Context: an optimization exercise on an open-source flow, tuned for small area. The choices shown serve that exercise and are no tape-out recipe. Only simulation tests tie the RTL to the original design; equivalence was not proved.

## north
==> flow/design.v (excerpt) <==
module xn_decoder #(
    parameter integer TSW      = 16,
    parameter [7:0]   VER_INIT = 8'd30
) (
    input  wire             clk,
    input  wire             rst,
    input  wire             in_valid,
    input  wire [7:0]       in_byte,
    input  wire [TSW-1:0]   in_ts,
    input  wire             ver_wr,
    input  wire [7:0]       ver_wdata,
    input  wire             discard,
    output reg              out_valid,
    output wire             out_ok,
    output wire [2:0]       out_reason,
    output wire [7:0]       out_call_raw,
    output wire [TSW-1:0]   out_call_ts,
    output wire             out_cf_valid,
    output wire [2:0]       out_kind,
    output wire [4:0]       out_addr,
    output wire             out_bcast,
    output wire             out_def_valid,
    output wire [4:0]       out_def,
    output wire             out_hdr_valid,
    output wire [7:0]       out_hdr,
    output wire             out_id_valid,
    output wire [7:0]       out_id,
    output wire [3:0]       out_payload_len,
    output wire [15*8-1:0]  out_payload,
    output wire             out_checksum_valid,
    output wire [4:0]       out_raw_len,
    output wire [18*8-1:0]  out_raw,
    output wire             diag_ambiguous,
    output reg  [2:0]       st,
    output reg  [2:0]       fr
);
For scale: roughly 200 flip-flops, about 380 I/O pins, roughly 0.011 mm^2 of cells after synthesis.
export LEC_CHECK = 0
export CAP_MARGIN = 20
export CORE_MARGIN = 2
export CORE_UTILIZATION = 70
export SLEW_MARGIN = 20
create_clock -name core_clock -period 12.0 [get_ports {clk}]
standard.sh (not shown) runs the stock make flow with config.mk's settings and CLKGATE_MAP_FILE= SYNTH_SCRIPT=/design/flow/synth_recipe.tcl, a recipe that flattens the netlist after the stock synthesis.
==> flow/flow/run.sh <==
#!/bin/bash
# Standard ORFS layout (the standard.sh) with: port buffers made of the
# smallest buffer cell (every port still gets one), and a clock tree built
# without dummy load cells. ORFS writes each step's log under orfs/logs;
# make's output goes to standard.log.
set -euo pipefail
export BUFFER_PORTS_ARGS="-buffer_cell sky130_fd_sc_hd__buf_1"
export CTS_ARGS="-sink_clustering_enable -repair_clock_nets -dont_use_dummy_load -buf_list {sky130_fd_sc_hd__clkbuf_4 sky130_fd_sc_hd__clkbuf_8} -sink_clustering_size 12"
bash standard.sh > standard.log 2>&1
north finished all stages; the layout is clean.
Edits applied to the flow inputs when going from north to south:
--- a/flow/design.v
+++ b/flow/design.v
@@ -88,48 +88,47 @@
     generate
         for (g = 0; g < NDEF; g = g + 1) begin : g_cat
             assign c_var[g] = cat[g*48 + 34];
             assign c_n[g]   = cat[g*48 + 30 +: 4];
             assign c_idv[g] = cat[g*48 + 29];
             assign c_ck[g]  = cat[g*48 + 0];
         end
     endgenerate
-    reg  [2:0]          vcl;       
+    reg  [4:0]          vcl;       
     reg  [7:0]          cf_raw;    
     reg  [TSW-1:0]      cf_ts;     
     reg  [BUFCAP*8-1:0] buf_q;     
     reg  [4:0]          len;
-    reg  [7:0]          xacc;      
+    wire [7:0]          xacc = buf_q[(BUFCAP-1)*8 +: 8];
     reg  [4:0]          sel;
-    function [2:0] vclass;
+    function [4:0] vclass;
         input [7:0] v;
-        vclass = (v >= 8'd41) ? 3'd5 : (v >= 8'd36) ? 3'd4 : (v >= 8'd35) ? 3'd3 :
-                 (v >= 8'd30) ? 3'd2 : (v >= 8'd20) ? 3'd1 : 3'd0;
+        vclass = {v >= 8'd41, v >= 8'd36, v >= 8'd35, v >= 8'd30, v >= 8'd20};
     endfunction
-    wire [2:0] vcl_n  = ver_wr ? vclass(ver_wdata) : vcl;
+    wire [4:0] vcl_n  = ver_wr ? vclass(ver_wdata) : vcl;
     wire [2:0] st_e   = discard ? S_WAIT_CALL : st;
     wire       is_hdr = (st_e == S_WAIT_HDR);
     wire       is_id  = (st_e == S_WAIT_ID);
     wire       is_dat = (st_e == S_WAIT_DATA);
     wire       framed_byte = is_hdr | is_id | is_dat;
     wire [7:0] b      = in_byte;
     wire [3:0] nib    = buf_q[3:0];
     wire [4:0] len_s  = len + 5'd1;
     wire [7:0] xsum   = xacc ^ b;
-    wire ge20 = (vcl_n >= 3'd1);
-    wire ge30 = (vcl_n >= 3'd2);
-    wire ge35 = (vcl_n >= 3'd3);
-    wire ge36 = (vcl_n >= 3'd4);
-    wire ge41 = (vcl_n == 3'd5);
+    wire ge20 = vcl_n[0];
+    wire ge30 = vcl_n[1];
+    wire ge35 = vcl_n[2];
+    wire ge36 = vcl_n[3];
+    wire ge41 = vcl_n[4];
     function [3:0] classify;    
         input [7:0] c;
         reg pv, bc;
         begin
-            pv = ^c[6:0];
+            pv = ((c[0] ^ c[3]) ^ (c[1] ^ c[4])) ^ ((c[2] ^ c[5]) ^ c[6]);
             bc = (c[4:0] == 5'd0);
             if      (c[6:5] == 2'b10 && pv)        classify = {1'b1, K_SEND};
             else if (c[6:5] == 2'b00 && pv && !bc) classify = {1'b1, K_RESEND};
             else if (c[6:5] == 2'b01 && pv && bc)  classify = {1'b1, K_BPOLL};
             else if (c[6:5] == 2'b11 && bc)        classify = {1'b1, K_FRAMED};
             else if (c[6:5] == 2'b11 && pv)        classify = {1'b1, K_FRAMED};
             else if (c[6:5] == 2'b01 && pv)        classify = {1'b1, K_UNKNOWN};
             else if (!pv)                          classify = {1'b0, R_PARITY};
@@ -250,17 +249,17 @@
                 n_sel = i_sel;
                 if (i_fail) begin
                     fail = 1'b1; fr_code = i_amb ? R_AMBIG : R_NOMATCH;
                 end else if (i_sel == 5'd30 && nib == 4'd0)
                     do_proc = 1'b1;           
                 else
                     n_st = S_WAIT_DATA;
             end else begin
-                do_proc = (len_s == {1'b0, dl_sel} + {4'd0, idv_sel} + 5'd2);
+                do_proc = (len == {1'b0, dl_sel} + {4'd0, idv_sel} + 5'd1);
             end
             if (do_proc) begin
                 if (is_dat) n_sel = p_d;
                 if (is_dat ? p_none : ge30) begin
                     fail = 1'b1; fr_code = R_NOMATCH;
                 end else if (is_dat && p_amb) begin
                     fail = 1'b1; fr_code = R_AMBIG;
                 end else if (xsum != 8'd0) begin    
@@ -294,22 +293,23 @@
     integer k;
     always @(posedge clk) begin
         if (in_valid && !framed_byte) begin
             cf_raw <= b;
             cf_ts  <= in_ts;
         end
         if (in_valid) begin
             len  <= framed_byte ? len_s : 5'd0;
-            xacc <= framed_byte ? xsum : 8'd0;
             sel  <= n_sel;
         end
-        for (k = 0; k < BUFCAP; k = k + 1)
+        for (k = 0; k < BUFCAP - 1; k = k + 1)
             if (in_valid && framed_byte && len == k)
                 buf_q[k*8 +: 8] <= b;
+        if (in_valid && framed_byte)
+            buf_q[(BUFCAP-1)*8 +: 8] <= (is_hdr || len == BUFCAP - 1) ? b : xsum;
     end
     wire cf_framed = cls_cf[3] && (cls_cf[2:0] == K_FRAMED);
     wire idv_o = idv_sel;
     assign out_ok             = (st == S_EMIT);
     assign out_checksum_valid = out_ok;
     assign out_reason         = fr;
     assign diag_ambiguous     = (fr == R_AMBIG);
     assign out_call_raw       = cf_raw;
Notes after the runs:
Global-route wire length before repair: higher on north. Largest net degree at the start of global routing: south > north. From north to south the numbers moved as follows: number of storage elements in the synthesis netlist decreased about 3%, part of the cycle the worst path needs increased 3.0 points, share of cell area taken by flip-flops and latches essentially unchanged, fraction of the mapped netlist area in compound gates decreased 1.5 points, count of flip-flops with a built-in enable after synthesis decreased 8.

* * *

Setup of rev 12:
xn_decoder, a different RTL version from the one above (not shown whole).
Size in the first run: about 190 flip-flops, roughly 380 I/O pins, about 0.010 mm^2 of cells after synthesis.
Settings: LEC_CHECK=0, CAP_MARGIN=0, CORE_MARGIN=2, CORE_UTILIZATION=70, SLEW_MARGIN=0; clock period 12.0 ns.
Scripts as last shown in full above: flow/flow/run.sh
Setup changes, rev 12 to rev 13
-- flow/design.v --
<<< rev 12, line 202
    end
    reg        p_none, p_amb;
    reg [4:0]  p_d;
    always @(*) begin
        p_none = 1'b0; p_amb = 1'b0; p_d = sel;
        case (sel)
            5'd8:  p_d = ge30 ? 5'd8 : 5'd9;
            5'd15: p_amb = !ge30;
            5'd22: if (ge41) p_d = 5'd23; else if (ge35) p_amb = 1'b1;
            5'd24: p_amb = 1'b1;
            5'd3, 5'd5, 5'd7, 5'd31: p_none = !ge30;
>>> rev 13, line 202
    end
    reg        p_none, p_amb;
    always @(*) begin
        p_none = 1'b0; p_amb = 1'b0;
        case (sel)
            5'd8:  p_none = 1'b0;                   
            5'd15: p_amb = !ge30;
            5'd22: p_amb = ge35 && !ge41;           
            5'd24: p_amb = 1'b1;
            5'd3, 5'd5, 5'd7, 5'd31: p_none = !ge30;
<<< rev 12, line 264
            end
            if (do_proc) begin
                if (is_dat) n_sel = p_d;
                if (is_dat ? p_none : ge30) begin
                    fail = 1'b1; fr_code = R_NOMATCH;
>>> rev 13, line 263
            end
            if (do_proc) begin
                if (is_dat ? p_none : ge30) begin
                    fail = 1'b1; fr_code = R_NOMATCH;
<<< rev 12, line 330
    assign out_bcast          = cf_bc;
    assign out_def_valid      = (out_ok && cf_framed) || (fr == R_CHECKSUM);
    assign out_def            = sel;
    assign out_hdr_valid      = out_def_valid;
    assign out_hdr            = buf_q[7:0];
    assign out_id_valid       = out_def_valid && pay2;
    assign out_id             = buf_q[15:8];
    assign out_payload_len    = out_def_valid ? dl_sel : 4'd0;
    assign out_payload        = (buf_q[8 +: 120] | {120{pay2}}) & (buf_q[16 +: 120] | {120{pay1}});
    assign out_raw_len        = len;
>>> rev 13, line 328
    assign out_bcast          = cf_bc;
    assign out_def_valid      = (out_ok && cf_framed) || (fr == R_CHECKSUM);
    wire pair89 = (sel == 5'd8)  && !vcl[1];    
    wire pair23 = (sel == 5'd22) &&  vcl[4];    
    assign out_def            = pair89 ? 5'd9 : pair23 ? 5'd23 : sel;
    assign out_hdr_valid      = out_def_valid;
    assign out_hdr            = buf_q[7:0];
    assign out_id_valid       = out_def_valid && pay2;
    assign out_id             = buf_q[15:8];
    assign out_payload_len    = out_def_valid ? (pair89 ? 4'd1 : dl_sel) : 4'd0;
    assign out_payload        = (buf_q[8 +: 120] | {120{pay2}}) & (buf_q[16 +: 120] | {120{pay1}});
    assign out_raw_len        = len;
--- outcome ---
Wire: rev 13 routes less than rev 12
Final period demand of the worst path was higher in rev 13 than in rev 12.
Per the comparison of rev 13 with rev 12, maximum frequency went down by 9.2%; multi-input combinational gate total went down by about 1.3%; cell area went down by 0.74%; final critical-path setup slack went down by 0.56 ns; area occupied by multi-input gates went down by about 1.5%.
Going from rev 12 to rev 13, non-clock buffer instance count of the final layout shrank slightly.
Against rev 12 as the reference, rev 13 delivers a lower global routing usage summed across all routing layers.
Looking at number of instances in the placed design, rev 13 sits about 0.8% lower than rev 12 does.

-- what the ideal ports hide --
Ports are ideal in the flow. The routed layouts listed here were re-timed in OpenROAD.
Step 1 assumes that a clkbuf_16 drives the clock port and a buf_2 every other input.
Step 2 times the ports against the registers' clock, not the clock port: input delays grow and output delays shrink by t, the midpoint of the rising clock arrivals with the driver on.
Three values: ideal, step 1, step 2; two values: the first two.
| run | shift t [ns] | setup slack, ns | worst setup path after step 2 |
|---|---|---|---|
| north | 0.506 | 5.626 / 5.584 / 6.089 | register to output |
| south | 0.494 | 5.262 / 5.220 / 5.714 | register to output |
| rev 12 | 0.500 | 6.471 / 6.486 / 5.986 | input to register |
| rev 13 | 0.503 | 5.912 / 5.873 / 6.119 | input to register |
After both steps setup and hold are still met in every run listed. For rev 12, which loses most, drivers alone change the setup slack by +0.015 ns; drivers and shift together by -0.485 ns.
